This design comes from an exercise in tuning for small area, a short achievable clock period and few clock cycles on the open sky130 flow, not from production work.
The RTL was checked by simulation tests, not by an equivalence proof against the original design.

==> run a <==
## omd_fpu
module omd_fpu (
    input  wire        clk,
    input  wire        rst,
    input  wire        in_valid,
    output wire        in_ready,
    input  wire [1:0]  op,
    input  wire [63:0] a,
    input  wire [63:0] b,
    output reg         out_valid,
    output reg  [63:0] result
);
export LEC_CHECK = 0
export ABC_AREA = 1
export CAP_MARGIN = 20
export CORE_MARGIN = 2
export CORE_UTILIZATION = 35
export PLACE_DENSITY = 0.5
export SLEW_MARGIN = 20
create_clock -name core_clock -period 27.0 [get_ports {clk}]
standard.sh (not shown) runs the stock make flow with config.mk's settings and CLKGATE_MAP_FILE= SYNTH_SCRIPT=/design/flow/synth_recipe.tcl, a recipe that flattens the netlist after the stock synthesis.
==> flow/flow/run.sh <==
#!/bin/bash
# Own layout flow: the standard flow (standard.sh, all steps unchanged) run with a
# config that adds to the standard flow's config.mk a setup slack margin for the resizer's
# repair_timing steps, so that they size and buffer the longest paths below the
# clock period. The SDC, the clock period and every other setting stay the standard flow's.
# Gate cloning and buffer removal are left off, so that no register is ever
# duplicated and the port buffers stay.
set -euo pipefail
work="$(pwd)"
{
  cat "$work/config.mk"
  echo "export SETUP_SLACK_MARGIN = 20.2"
  echo "export SKIP_GATE_CLONING = 1"
  echo "export SKIP_BUFFER_REMOVAL = 1"
} > "$work/config_own.mk"
sed "s#DESIGN_CONFIG=[^ ]*#DESIGN_CONFIG=$work/config_own.mk#" "$work/standard.sh" > "$work/standard_own.sh"
bash "$work/standard_own.sh" > "$work/standard_own.log" 2>&1
==> run b: changes against run a <==
--- a/flow/design.v
+++ b/flow/design.v
@@ -167,13 +167,13 @@
                 if (fa[51]) a_nx[62:52] = 11'd1;
             end else begin
                 b_nx[51:0] = {fb[50:0], 1'b0};
                 if (fb[51]) b_nx[62:52] = 11'd1;
             end
-        end else if (div_iter) begin
-            a_nx[56:0] = ws[DNS];
         end
+        if (div_iter & ~in_ready_r)
+            a_nx[56:0] = ws[DNS];
     end
     always @(posedge clk) begin
         if (rst) begin
             in_ready_r <= 1'b1;
             s0_v       <= 1'b0;
@@ -366,22 +366,22 @@
     reg  [69:0] s3_f;
     reg         s3_stk;
     always @(posedge clk) begin
         if (rst) s3_v <= 1'b0;
         else     s3_v <= s2_v | div_fin;
-        if (div_fin) begin
-            s3_spec <= div_spec;
-            s3_sign <= div_sign;
-            s3_e    <= div_e;
-            s3_f    <= {quo_fin, 14'd0};
-            s3_stk  <= div_stk;
-        end else if (s2_mul) begin
+        if (s2_mul) begin
             s3_spec <= s2_spec;
             s3_sign <= s2_sign;
             s3_e    <= s2_e;
             s3_f    <= prod[69:0];
             s3_stk  <= mstk;
+        end else if (div_fin) begin
+            s3_spec <= div_spec;
+            s3_sign <= div_sign;
+            s3_e    <= div_e;
+            s3_f    <= {quo_fin, 14'd0};
+            s3_stk  <= div_stk;
         end else begin
             s3_spec <= (s2_spec == 2'd0 && sum_zero) ? 2'd3 : s2_spec;
             s3_sign <= (s2_spec == 2'd0 && sum_zero) ? 1'b0 : s2_sign;
             s3_e    <= s2_e - {8'd0, lz};
             s3_f    <= {add_sig, 15'd0};
==> run c: changes against run a <==
--- a/flow/design.v
+++ b/flow/design.v
@@ -30,20 +30,20 @@
 );
     localparam [63:0] QNAN = 64'h7ff8_0000_0000_0000;
     localparam integer DNS  = 4;
     localparam integer DNIT = 14;
     localparam integer DQW  = DNS * DNIT;
-    localparam integer DG   = DQW;
+    localparam integer DG   = DQW + 1;
     reg               in_ready_r;
     reg               s0_v;
     reg  [1:0]        s0_op;
     reg  [63:0]       a_r, b_r;
     reg  signed [7:0] eadj;        
     reg               div_run;
     reg  [4:0]        div_cnt;
     reg  [56:0]       dwc;         
-    reg  [DQW-1:0]    dqq;         
+    reg  [DQW-1:0]    dqq, dqm;    
     reg  [DNS-1:0]    dgp, dgn;    
     reg  [1:0]        div_spec;
     reg               div_sign;
     reg  [13:0]       div_e;
     assign in_ready = in_ready_r;
@@ -58,32 +58,29 @@
     wire a_fz = (fa == 52'd0), b_fz = (fb == 52'd0);
     wire a_nan = a_em & ~a_fz, b_nan = b_em & ~b_fz;
     wire a_inf = a_em & a_fz,  b_inf = b_em & b_fz;
     wire a_zero = a_ez & a_fz, b_zero = b_ez & b_fz;
     wire a_sub = a_ez & ~a_fz, b_sub = b_ez & ~b_fz;
-    reg  [56:0] s2_sum;
-    reg  [52:0] s1_mbig;
     reg s1_v, s1_mul, s2_v, s2_mul;
     wire s1_mulq = s1_v & s1_mul;
     wire s2_mulq = s2_v & s2_mul;
     wire s0_is_add = ~s0_op[1];
     wire s0_is_mul = (s0_op == 2'd2);
     wire s0_is_div = (s0_op == 2'd3);
     wire any_sub   = a_sub | b_sub;
     wire norm_now  = s0_v & s0_op[1] & ~div_run & any_sub;
     wire mul_go    = s0_v & s0_is_mul & ~any_sub & ~s1_mulq & ~s2_mulq;
     wire s0_go     = (s0_v & s0_is_add) | mul_go;
-    reg  div_fin;       
-    wire div_start = s0_v & s0_is_div & ~div_run & ~div_fin & ~any_sub;
-    wire div_last  = div_run & (div_cnt == DNIT - 1);
-    wire div_iter  = div_start | div_run;
-    wire s0_free   = ~s0_v | s0_go | div_last;
-    wire in_a_sub = (a[62:52] == 11'd0);
-    wire in_b_sub = (b[62:52] == 11'd0);
+    wire div_start = s0_v & s0_is_div & ~div_run & ~any_sub;
+    wire div_fin   = div_run & (div_cnt == DNIT);
+    wire div_iter  = div_start | (div_run & ~div_fin);
+    wire s0_free   = ~s0_v | s0_go | div_fin;
+    wire in_a_sub = (a[62:52] == 11'd0) & (a[51:0] != 52'd0);
+    wire in_b_sub = (b[62:52] == 11'd0) & (b[51:0] != 52'd0);
     wire accept   = in_valid & in_ready_r;
     wire rdy_acc  = ~op[1] | (~op[0] & ~in_a_sub & ~in_b_sub & ~mul_go & ~s1_mulq);
-    wire rdy_hold = s0_is_mul ? (~any_sub & ~s1_mulq) : (div_run & (div_cnt == DNIT - 2));
+    wire rdy_hold = s0_is_mul ? (~any_sub & ~s1_mulq) : (div_run & (div_cnt == DNIT - 1));
     wire rdy_next = accept ? rdy_acc : (s0_free ? 1'b1 : rdy_hold);
     wire [56:0] dD = {3'b000, 1'b1, fb, 1'b0};
     wire [56:0] ws [0:DNS];
     wire [56:0] wc [0:DNS];
     wire [DNS-1:0] qp, qn;
@@ -122,25 +119,24 @@
             assign wc[k+1] = {cy[55:0], pos};
             assign qp[DNS-1-k] = pos;
             assign qn[DNS-1-k] = neg;
         end
     endgenerate
-    wire [56:0] wrs   = s2_sum;
-    wire [56:0] wrc   = dwc;
+    wire [56:0] wrs   = ws[1];
+    wire [56:0] wrc   = wc[1];
     wire [56:0] wsum  = wrs + wrc;
     wire        wneg  = wsum[56];
     wire        wz0   = (wsum == 57'd0);
-    wire [56:0] dDf   = {3'b000, s1_mbig, 1'b0};
-    wire        wz1   = ((wsum ^ dDf) == {(wsum[55:0] | dDf[55:0]), 1'b0});
+    wire        wz1   = ((wsum ^ dD) == {(wsum[55:0] | dD[55:0]), 1'b0});
     wire [DNS+1:0] dval = {2'b00, dgp} - {2'b00, dgn};     
     wire [DNS+1:0] dvm1 = dval - {{(DNS+1){1'b0}}, 1'b1};   
-    wire [DQW-1:0] dqm   = dqq - {{(DQW-1){1'b0}}, 1'b1};    
     wire [DQW-1:0] dq_nx = dval[DNS+1] ? {dqm[DQW-1-DNS:0], dval[DNS-1:0]}
                                        : {dqq[DQW-1-DNS:0], dval[DNS-1:0]};
     wire [DQW-1:0] dm_nx = dvm1[DNS+1] ? {dqm[DQW-1-DNS:0], dvm1[DNS-1:0]}
                                        : {dqq[DQW-1-DNS:0], dvm1[DNS-1:0]};
-    wire [DG-1:0]  qfull = wneg ? dm_nx : dq_nx;
+    wire           usez1 = qneg[0] | (wneg & ~qpos[0]);
+    wire [DG-1:0]  qfull = {usez1 ? dm_nx : dq_nx, qpos[0] ^ qneg[0] ^ wneg};
     wire           rem_nz = wneg ? ~wz1 : ~wz0;
     wire [55:0]    quo_fin;
     wire           div_stk;
     generate
         if (DG == 55) begin : q55
@@ -176,22 +172,20 @@
     always @(posedge clk) begin
         if (rst) begin
             in_ready_r <= 1'b1;
             s0_v       <= 1'b0;
             div_run    <= 1'b0;
-            div_fin    <= 1'b0;
         end else begin
             in_ready_r <= rdy_next;
             if (in_ready_r)
                 s0_v <= in_valid;
             else if (s0_free)
                 s0_v <= 1'b0;
-            if (div_last)
+            if (div_fin)
                 div_run <= 1'b0;
             else if (div_start)
                 div_run <= 1'b1;
-            div_fin <= div_last;
         end
         a_r <= a_nx;
         b_r <= b_nx;
         if (in_ready_r) begin
             s0_op <= op;
@@ -205,10 +199,11 @@
         dwc <= div_iter ? wc[DNS] : 57'd0;
         if (div_iter) begin
             dgp     <= qp;
             dgn     <= qn;
             dqq     <= div_run ? dq_nx : {DQW{1'b0}};
+            dqm     <= div_run ? dm_nx : {DQW{1'b1}};
             div_cnt <= div_run ? div_cnt + 5'd1 : 5'd1;
         end
         if (div_start) begin
             if (a_nan | b_nan | (a_zero & b_zero) | (a_inf & b_inf))
                 div_spec <= 2'd1;
@@ -310,10 +305,11 @@
     wire [13:0] mul_e = {3'b000, xa} + {3'b000, xb} + {{6{eadj[7]}}, eadj} - 14'd1023;
     reg  [1:0]  s1_spec;
     reg         s1_sign, s1_esub, s1_st;
     reg  [13:0] s1_e;
     reg  [2:0]  s1_dlo;
+    reg  [52:0] s1_mbig;
     reg  [54:0] s1_msh;
     always @(posedge clk) begin
         if (rst) s1_v <= 1'b0;
         else     s1_v <= s0_go;
         s1_mul  <= s0_is_mul;
@@ -321,28 +317,29 @@
         s1_sign <= s0_is_mul ? (a_r[63] ^ b_r[63]) : add_sign;
         s1_e    <= s0_is_mul ? mul_e : {3'b000, swap ? xb : xa};
         s1_esub <= sa ^ sb;
         s1_dlo  <= dsh[2:0];
         s1_st   <= al_st;
-        s1_mbig <= (swap | s0_is_div) ? mb : ma;    
+        s1_mbig <= swap ? mb : ma;
         s1_msh  <= al_c;
     end
     wire [54:0] al_sh = s1_msh >> s1_dlo;
     wire [56:0] opa   = {1'b0, s1_mbig, 3'b000};
     wire [56:0] opb   = {1'b0, al_sh, s1_st};
     wire [56:0] sum   = s1_esub ? (opa - opb) : (opa + opb);
     reg  [1:0]  s2_spec;
     reg         s2_sign;
     reg  [13:0] s2_e;
+    reg  [56:0] s2_sum;
     always @(posedge clk) begin
         if (rst) s2_v <= 1'b0;
         else     s2_v <= s1_v;
         s2_mul  <= s1_mul;
         s2_spec <= s1_spec;
         s2_sign <= s1_sign;
         s2_e    <= s1_e;
-        s2_sum  <= div_last ? ws[DNS] : sum;    
+        s2_sum  <= sum;
     end
     wire [63:0] nv = {s2_sum, 7'd0};
     wire [7:0]  bnz;
     wire [2:0]  blz [0:7];
     generate
==> flow/run.sh (new file) <==
#!/bin/bash
# synth_recipe.tcl (not shown) runs the flow's synth.tcl, then flattens the netlist and writes it again
# the make line also repeats each setting of config.mk as NAME=value (left out here)
make -C /OpenROAD-flow-scripts/flow DESIGN_CONFIG=/design/flow/config.mk WORK_HOME=/design/flow/orfs CLKGATE_MAP_FILE= SYNTH_SCRIPT=/design/flow/synth_recipe.tcl finish
removed: flow/flow/run.sh
removed: flow/standard.sh
==> flow_summary.yaml <==
status:
  outcome: "finished clean"
placed_design:
  gp_congestion: 1.01
worst_setup_path:
  timing.rr.end: "booth[6].two"
# the run above: run b

==> flow_summary.yaml <==
placed_design:
  gp_congestion: 1.01
floorplanning:
  initial_core_util: 0.351
timing:
  hold_ws_ns: 0.322
worst_setup_path:
  timing.rr.end: "a_r[27]"
  ff2ff_setup_slack_ns: 16.49
global_route:
  top_usage_layer: "met2"
status:
  outcome: "finished clean"
# the run above: run c

==> flow_summary.yaml <==
status:
  outcome: "finished clean"
global_route:
  grt_util_met3: 0.0578
detailed_routing:
  detail-route-antenna-nets: 0
finish:
  regMostFlops: "s3_f"
  buffer_area_frac: 0.0621
placed_design:
  gp_congestion: 1.02
worst_setup_path:
  timing.rr.end: "s3_stk"
# the run above: run a

Testbench counts of run a, summed over its fixed seeds: cycles 5,577.
Testbench counts of run b, summed over its fixed seeds: cycles 5,577.
Testbench counts of run c, summed over its fixed seeds: cycles 5,660.

separate check: timing with driven ports:
Ports are ideal in the flow. The routed layouts listed here were re-timed in OpenROAD.
Step 1 sets driving cells, clkbuf_16 on the clock port and buf_2 on the other inputs (assumed; they add their load-dependent delay and slew).
Step 2 also shifts input and output timing later by t, the mid clock arrival at the registers, as if the neighbouring blocks saw the same clock.
Slacks: ideal / step 1 / step 2; pairs: ideal / step 1.
| run | t, ns | slack for setup (ns) | worst setup path after step 2 | cell pins on the clock port's net |
|---|---|---|---|---|
| run a | 0.871 | 20.156 / 20.062 / 19.302 | input to register | 1 |
| run b | 0.889 | 20.176 / 20.158 / 19.404 | input to register | 1 |
| run c | 0.899 | 16.493 / 16.493 / 16.493 | register to register | 1 |
After both steps setup and hold are still met in every run listed. For run a, which loses most, drivers alone change the setup slack by -0.094 ns; drivers and shift together by -0.854 ns.
